Source: an optimization exercise on an open RTL-to-GDS flow (aim: small area, a short achievable clock period and few clock cycles). Production flows keep margins and buffers that such runs may drop. The RTL was checked by simulation tests, not by an equivalence proof against the original design.

==> inputs of v8 <==
// cpce_aes256_cbc
module cpce_aes256_cbc (
    input  wire         clk,
    input  wire         rst,
    input  wire         cmd_valid,
    output wire         cmd_ready,
    input  wire [1:0]   cmd_op,
    input  wire [255:0] cmd_key,
    input  wire [127:0] cmd_data,
    output reg          res_valid,
    output wire [127:0] res_data
);
    localparam OP_INIT = 2'd0;
    localparam OP_ENC  = 2'd1;
    localparam OP_DEC  = 2'd2;
    localparam OP_ZERO = 2'd3;
    localparam S_IDLE = 2'd0;
    localparam S_RUN  = 2'd1;
    localparam S_PREP = 2'd2;
    reg  [1:0]   state;
    reg  [3:0]   rnd;        
    reg          dec;        
    reg          bwd;        
    reg          kmode;      
    reg          ivp;        
    reg          after_dec;  
    reg  [127:0] st;         
    reg  [127:0] chain;      
    reg  [127:0] cx;         
    reg  [255:0] kb;         
    reg  [255:0] kw;         
    wire run      = (state == S_RUN);
    wire last_enc = (rnd == 4'd14);
    wire last_dec = (rnd == 4'd0);
    wire last     = dec ? last_dec : last_enc;
    wire [255:0] kw_step;
    aes256_key_step u_key (.w(kw), .bwd(bwd), .idx(rnd + 4'd1), .wn(kw_step));
    wire [127:0] kd;
    aes_colrev u_kd (.a(kw[127:0]), .y(kd));
    wire [127:0] kx = dec ? kd : (last_enc ? kw[127:0] : 128'h0);
  ...
==> module aes256_key_step, before the edit <==
module aes256_key_step (
    input  wire [255:0] w,
    input  wire         bwd,
    input  wire [3:0]   idx,
    output wire [255:0] wn
);
    wire [31:0] sw;
    reg  [7:0]  rcon;
    aes_sbox_fwd u_s0 (.a(w[31:24]), .y(sw[31:24]));
    aes_sbox_fwd u_s1 (.a(w[23:16]), .y(sw[23:16]));
    aes_sbox_fwd u_s2 (.a(w[15:8]),  .y(sw[15:8]));
    aes_sbox_fwd u_s3 (.a(w[7:0]),   .y(sw[7:0]));
    always @(*) begin
        case (idx[3:1])
            3'd1:    rcon = 8'h01;
            3'd2:    rcon = 8'h02;
            3'd3:    rcon = 8'h04;
            3'd4:    rcon = 8'h08;
            3'd5:    rcon = 8'h10;
            3'd6:    rcon = 8'h20;
            3'd7:    rcon = 8'h40;
            default: rcon = 8'h00;
        endcase
    end
    wire [31:0] t = idx[0] ? sw : ({sw[23:0], sw[31:24]} ^ {rcon, 24'h0});
    wire [31:0] h0 = w[255:224];
    wire [31:0] h1 = w[223:192];
    wire [31:0] h2 = w[191:160];
    wire [31:0] h3 = w[159:128];
    wire [31:0] tf = bwd ? 32'h0 : t;
    wire [31:0] n0 = h0 ^ t;
    wire [31:0] n1 = (h1 ^ h0) ^ tf;
    wire [31:0] n2 = (h2 ^ h1 ^ (bwd ? 32'h0 : h0)) ^ tf;
    wire [31:0] n3 = (h3 ^ h2 ^ (bwd ? 32'h0 : h1 ^ h0)) ^ tf;
    assign wn = {w[127:0], n0, n1, n2, n3};
endmodule
==> module cpce_aes256_cbc, before the edit <==
module cpce_aes256_cbc (
    input  wire         clk,
    input  wire         rst,
    input  wire         cmd_valid,
    output wire         cmd_ready,
    input  wire [1:0]   cmd_op,
    input  wire [255:0] cmd_key,
    input  wire [127:0] cmd_data,
    output reg          res_valid,
    output wire [127:0] res_data
);
    localparam OP_INIT = 2'd0;
    localparam OP_ENC  = 2'd1;
    localparam OP_DEC  = 2'd2;
    localparam OP_ZERO = 2'd3;
    localparam S_IDLE = 2'd0;
    localparam S_RUN  = 2'd1;
    localparam S_PREP = 2'd2;
    reg  [1:0]   state;
    reg  [3:0]   rnd;        
    reg          dec;        
    reg          bwd;        
    reg          kmode;      
    reg          ivp;        
    reg          after_dec;  
    reg  [127:0] st;         
    reg  [127:0] chain;      
    reg  [127:0] cx;         
    reg  [255:0] kb;         
    reg  [255:0] kw;         
    wire run      = (state == S_RUN);
    wire last_enc = (rnd == 4'd14);
    wire last_dec = (rnd == 4'd0);
    wire last     = dec ? last_dec : last_enc;
    wire [255:0] kw_step;
    aes256_key_step u_key (.w(kw), .bwd(bwd), .idx(rnd + 4'd1), .wn(kw_step));
    wire [127:0] kd;
    aes_colrev u_kd (.a(kw[127:0]), .y(kd));
    wire [127:0] kx = dec ? kd : (last_enc ? kw[127:0] : 128'h0);
    wire [127:0] kn = dec ? 128'h0 : kw[127:0];
    wire [127:0] y;          
    wire [127:0] u;          
    aes_round u_round (.s(st), .dec(dec), .kx(kx), .kn(kn), .y(y), .u(u));
    wire [127:0] u_nat;
    aes_colrev u_un (.a(u), .y(u_nat));
    wire op_key = (cmd_op == OP_INIT) || (cmd_op == OP_ZERO);
    wire op_enc = (cmd_op == OP_ENC);
    wire op_dec = (cmd_op == OP_DEC);
    assign cmd_ready = (state == S_IDLE) ? (op_key || (op_enc && !kmode) || (op_dec && kmode)) :
                       run ? (op_key || (last && op_enc && !kmode)) : 1'b0;
    assign res_data  = chain;
    wire accept = cmd_valid && cmd_ready;
    wire need_prep = cmd_valid && ((op_enc && kmode) || (op_dec && !kmode));
    wire [127:0] chsel = ivp ? cx : (run ? u : (after_dec ? cx : chain));
    wire [127:0] enc_in = cmd_data ^ chsel ^ kb[255:128];
    wire [127:0] dec_in;
    aes_colrev u_din (.a(cmd_data ^ kb[255:128]), .y(dec_in));
    wire prep_done = bwd ? (rnd == 4'd1) : (rnd == 4'd13);
    always @(posedge clk) begin
        if (run && !last) st <= y;
        else              st <= op_enc ? enc_in : dec_in;
        res_valid <= 1'b0;
        if (rst) begin
            state     <= S_IDLE;
            kmode     <= 1'b0;
            ivp       <= 1'b0;
            after_dec <= 1'b0;
            chain     <= 128'h0;
            kb        <= 256'h0;
        end else begin
            case (state)
                S_RUN: begin
                    kw <= kw_step;
                    if (dec) begin
                        rnd <= rnd - 4'd1;
                        if (rnd == 4'd1)
                            kw[127:0] <= kw_step[127:0] ^ chain;
                    end else begin
                        rnd <= rnd + 4'd1;
                    end
                    if (last) begin
                        state     <= S_IDLE;
                        chain     <= dec ? u_nat : u;
                        res_valid <= 1'b1;
                        after_dec <= dec;
                    end
                end
                S_PREP: begin
                    kw <= kw_step;
                    if (bwd) rnd <= rnd - 4'd1;
                    else     rnd <= rnd + 4'd1;
                    if (prep_done) begin
                        kb    <= {kw_step[127:0], kw_step[255:128]};
                        kmode <= ~kmode;
                        state <= S_IDLE;
                    end
                end
                default: begin  
                    if (ivp || after_dec) chain <= cx;
                    ivp       <= 1'b0;
                    after_dec <= 1'b0;
                    if (need_prep) begin
                        state <= S_PREP;
                        kw    <= kb;
                        bwd   <= kmode;
                        rnd   <= kmode ? 4'd13 : 4'd1;
                    end
                end
            endcase
            if (accept) begin
                if (op_key) begin
                    kb    <= (cmd_op == OP_INIT) ? cmd_key : 256'h0;
                    cx    <= (cmd_op == OP_INIT) ? cmd_data : 128'h0;
                    kmode <= 1'b0;
                    ivp   <= 1'b1;
                end else begin
                    state     <= S_RUN;
                    ivp       <= 1'b0;
                    after_dec <= 1'b0;
                    kw        <= kb;
                    dec       <= op_dec;
                    bwd       <= op_dec;
                    rnd       <= op_dec ? 4'd13 : 4'd1;
                    if (op_dec) begin
                        cx    <= cmd_data;
                        chain <= chsel;
                    end
                end
            end
        end
    end
endmodule
make LEC_CHECK=0 CAP_MARGIN=20 CORE_MARGIN=2 CORE_UTILIZATION=55 PLACE_DENSITY=0.65 SETUP_SLACK_MARGIN=0.3 SLEW_MARGIN=20 finish   # period 10.0 ns
run.sh (not shown) runs the stock make flow with config.mk's settings and CLKGATE_MAP_FILE= SYNTH_SCRIPT=/design/flow/synth_recipe.tcl, a recipe that flattens the netlist after the stock synthesis.
==> v34: changes against v8 <==
--- a/flow/design.v
+++ b/flow/design.v
@@ -208,10 +208,12 @@
     output wire [255:0] wn
 );
+    wire [31:0] last  = bwd ? w[159:128] : w[31:0];
+    wire [31:0] sw_in = idx[0] ? last : {last[23:0], last[31:24]};
     wire [31:0] sw;
     reg  [7:0]  rcon;
-    aes_sbox_fwd u_s0 (.a(w[31:24]), .y(sw[31:24]));
-    aes_sbox_fwd u_s1 (.a(w[23:16]), .y(sw[23:16]));
-    aes_sbox_fwd u_s2 (.a(w[15:8]),  .y(sw[15:8]));
-    aes_sbox_fwd u_s3 (.a(w[7:0]),   .y(sw[7:0]));
+    aes_sbox_fwd u_s0 (.a(sw_in[31:24]), .y(sw[31:24]));
+    aes_sbox_fwd u_s1 (.a(sw_in[23:16]), .y(sw[23:16]));
+    aes_sbox_fwd u_s2 (.a(sw_in[15:8]),  .y(sw[15:8]));
+    aes_sbox_fwd u_s3 (.a(sw_in[7:0]),   .y(sw[7:0]));
     always @(*) begin
         case (idx[3:1])
@@ -226,15 +228,14 @@
         endcase
     end
-    wire [31:0] t = idx[0] ? sw : ({sw[23:0], sw[31:24]} ^ {rcon, 24'h0});
-    wire [31:0] h0 = w[255:224];
-    wire [31:0] h1 = w[223:192];
-    wire [31:0] h2 = w[191:160];
-    wire [31:0] h3 = w[159:128];
-    wire [31:0] tf = bwd ? 32'h0 : t;
-    wire [31:0] n0 = h0 ^ t;
-    wire [31:0] n1 = (h1 ^ h0) ^ tf;
-    wire [31:0] n2 = (h2 ^ h1 ^ (bwd ? 32'h0 : h0)) ^ tf;
-    wire [31:0] n3 = (h3 ^ h2 ^ (bwd ? 32'h0 : h1 ^ h0)) ^ tf;
-    assign wn = {w[127:0], n0, n1, n2, n3};
+    wire [31:0] t = idx[0] ? sw : (sw ^ {rcon, 24'h0});
+    wire [31:0] f0 = w[255:224] ^ t;
+    wire [31:0] f1 = w[223:192] ^ f0;
+    wire [31:0] f2 = w[191:160] ^ f1;
+    wire [31:0] f3 = w[159:128] ^ f2;
+    wire [31:0] b0 = w[127:96] ^ t;
+    wire [31:0] b1 = w[95:64]  ^ w[127:96];
+    wire [31:0] b2 = w[63:32]  ^ w[95:64];
+    wire [31:0] b3 = w[31:0]   ^ w[63:32];
+    assign wn = bwd ? {b0, b1, b2, b3, w[255:128]} : {w[127:0], f0, f1, f2, f3};
 endmodule
 module cpce_aes256_cbc (
@@ -275,5 +276,5 @@
     aes256_key_step u_key (.w(kw), .bwd(bwd), .idx(rnd + 4'd1), .wn(kw_step));
     wire [127:0] kd;
-    aes_colrev u_kd (.a(kw[127:0]), .y(kd));
+    aes_colrev u_kd (.a(kw[255:128]), .y(kd));
     wire [127:0] kx = dec ? kd : (last_enc ? kw[127:0] : 128'h0);
     wire [127:0] kn = dec ? 128'h0 : kw[127:0];
@@ -294,5 +295,5 @@
     wire [127:0] enc_in = cmd_data ^ chsel ^ kb[255:128];
     wire [127:0] dec_in;
-    aes_colrev u_din (.a(cmd_data ^ kb[255:128]), .y(dec_in));
+    aes_colrev u_din (.a(cmd_data ^ kb[127:0]), .y(dec_in));
     wire prep_done = bwd ? (rnd == 4'd1) : (rnd == 4'd13);
     always @(posedge clk) begin
@@ -314,5 +315,5 @@
                         rnd <= rnd - 4'd1;
                         if (rnd == 4'd1)
-                            kw[127:0] <= kw_step[127:0] ^ chain;
+                            kw[255:128] <= kw_step[255:128] ^ chain;
                     end else begin
                         rnd <= rnd + 4'd1;
@@ -330,5 +331,5 @@
                     else     rnd <= rnd + 4'd1;
                     if (prep_done) begin
-                        kb    <= {kw_step[127:0], kw_step[255:128]};
+                        kb    <= kw_step;
                         kmode <= ~kmode;
                         state <= S_IDLE;
--- a/flow/config.mk
+++ b/flow/config.mk
@@ -8,6 +8,5 @@
 export CAP_MARGIN = 20
 export CORE_MARGIN = 2
-export CORE_UTILIZATION = 55
-export PLACE_DENSITY = 0.65
-export SETUP_SLACK_MARGIN = 0.3
+export CORE_UTILIZATION = 45
+export PLACE_DENSITY = 0.55
 export SLEW_MARGIN = 20
==> v31: changes against v8 <==
--- a/flow/design.v
+++ b/flow/design.v
@@ -323,4 +323,10 @@
                         res_valid <= 1'b1;
                         after_dec <= dec;
+                        if (need_prep) begin
+                            state <= S_PREP;
+                            kw    <= kb;
+                            bwd   <= kmode;
+                            rnd   <= kmode ? 4'd13 : 4'd1;
+                        end
                     end
                 end
--- a/flow/config.mk
+++ b/flow/config.mk
@@ -8,6 +8,6 @@
 export CAP_MARGIN = 20
 export CORE_MARGIN = 2
-export CORE_UTILIZATION = 55
-export PLACE_DENSITY = 0.65
-export SETUP_SLACK_MARGIN = 0.3
+export CORE_UTILIZATION = 52
+export PLACE_DENSITY = 0.62
+export SETUP_SLACK_MARGIN = 2.0
 export SLEW_MARGIN = 20
==> comparison <==
First-iteration DRC count, highest first: v31, v34, v8.
Between v34 and v8, the lower critical path depth is in v34 (gap 2).
In v34 the die area is higher than in v8, by 27%.
In flip-flop and latch count, v31 and v34 do not differ.
The highest register-to-register slack belongs to v31, the lowest to v34.
Sequential share of layout area: v8 > v34 > v31.
v8 completed with no timing, DRC or antenna violations. v31 finished clean. v34 finished with setup timing left.
Of v8 and v34, v34 has the higher clock-buffer cell count (gap 14).
Routed wire length: v8 < v31 < v34.
==> figures <==
|  | v31 | v34 | v8 |
|---|---|---|---|
| Syn nets | 14600 | 14300 | 13800 |
| Post-CTS setup-driven buffer insertion count | 96 | 0 | 0 |
| Worst Min Path Start | kb[68]$_SDFF_PP0_ | state[0]$_SDFF_PP0_ | kb[201]$_SDFF_PP0_ |
| Post-Place Setup Slack | 0.275 ns | -0.0824 ns | 0.311 ns |
| Latest clock arrival within the worst-skew pair | 0.87 ns | 0.91 ns | 0.84 ns |
| Slowest library cell on the worst path | sky130_fd_sc_hd__xnor3_1 | sky130_fd_sc_hd__edfxtp_1 | sky130_fd_sc_hd__xnor2_1 |
| Multi-input combinational cell area | 90900 um^2 | 86500 um^2 | 82300 um^2 |
| Final estimated routing congestion in global placement | 1.10 | 1.16 | 1.12 |
| Global routing usage on met3 | 29.5% | 28.7% | 23.9% |
| Design Area, Final | 134000 um^2 | 127000 um^2 | 121000 um^2 |
| Post-route worst hold slack | 0.521 ns | 0.571 ns | 0.528 ns |
| Antenna violations before repair | 58 | 114 | 52 |
| Setup TNS | 0 ns | -0.0173 ns | 0 ns |
| Status | finished clean | complete, but fails checks | finished clean |
| Reasons for failing layout checks | - | setup timing | - |
| Non-clock buffer instance count of the final layout | 1308 | 989 | 860 |
| Met2 GRT Util | 66.8% | 61.3% | 67.3% |
| Nonclk inv count | 252 | 243 | 243 |
| Fraction of the yosys area taken by sequential cells | 19.5% | 19.5% | 20.3% |
Testbench counts of v8, summed over its fixed seeds: cycles 13,848.
Testbench counts of v34, summed over its fixed seeds: cycles 13,848.
Testbench counts of v31, summed over its fixed seeds: cycles 13,759.

separate check: timing with driven ports:
No port has a modelled driver above. Below, the same layouts with a new extraction and two added sets of constraints. Step 1 sets driving cells, clkbuf_16 on the clock port and buf_2 on the other inputs (assumed; they add their load-dependent delay and slew). Step 2 adds t to the input delays and takes it off the output delays; t is the mean of the earliest and latest rising clock arrival at the registers after step 1. Input paths then give back, and output paths get back, about the clock's delay inside the block. Slacks: ideal ports / drivers / drivers and shift; pairs: ideal ports / drivers.
| run | t, ns | setup WS [ns] | worst setup path after step 2 | clock arrival spread, ns | cell pins on the clock port's net |
|---|---|---|---|---|---|
| v8 | 0.922 | 0.514 / 0.514 / 0.514 | register to register | 0.043 / 0.043 | 1 |
| v34 | 0.970 | -0.017 / -0.017 / -0.017 | register to register | 0.084 / 0.083 | 1 |
| v31 | 0.950 | 1.955 / 1.955 / 1.955 | register to register | 0.052 / 0.052 | 1 |
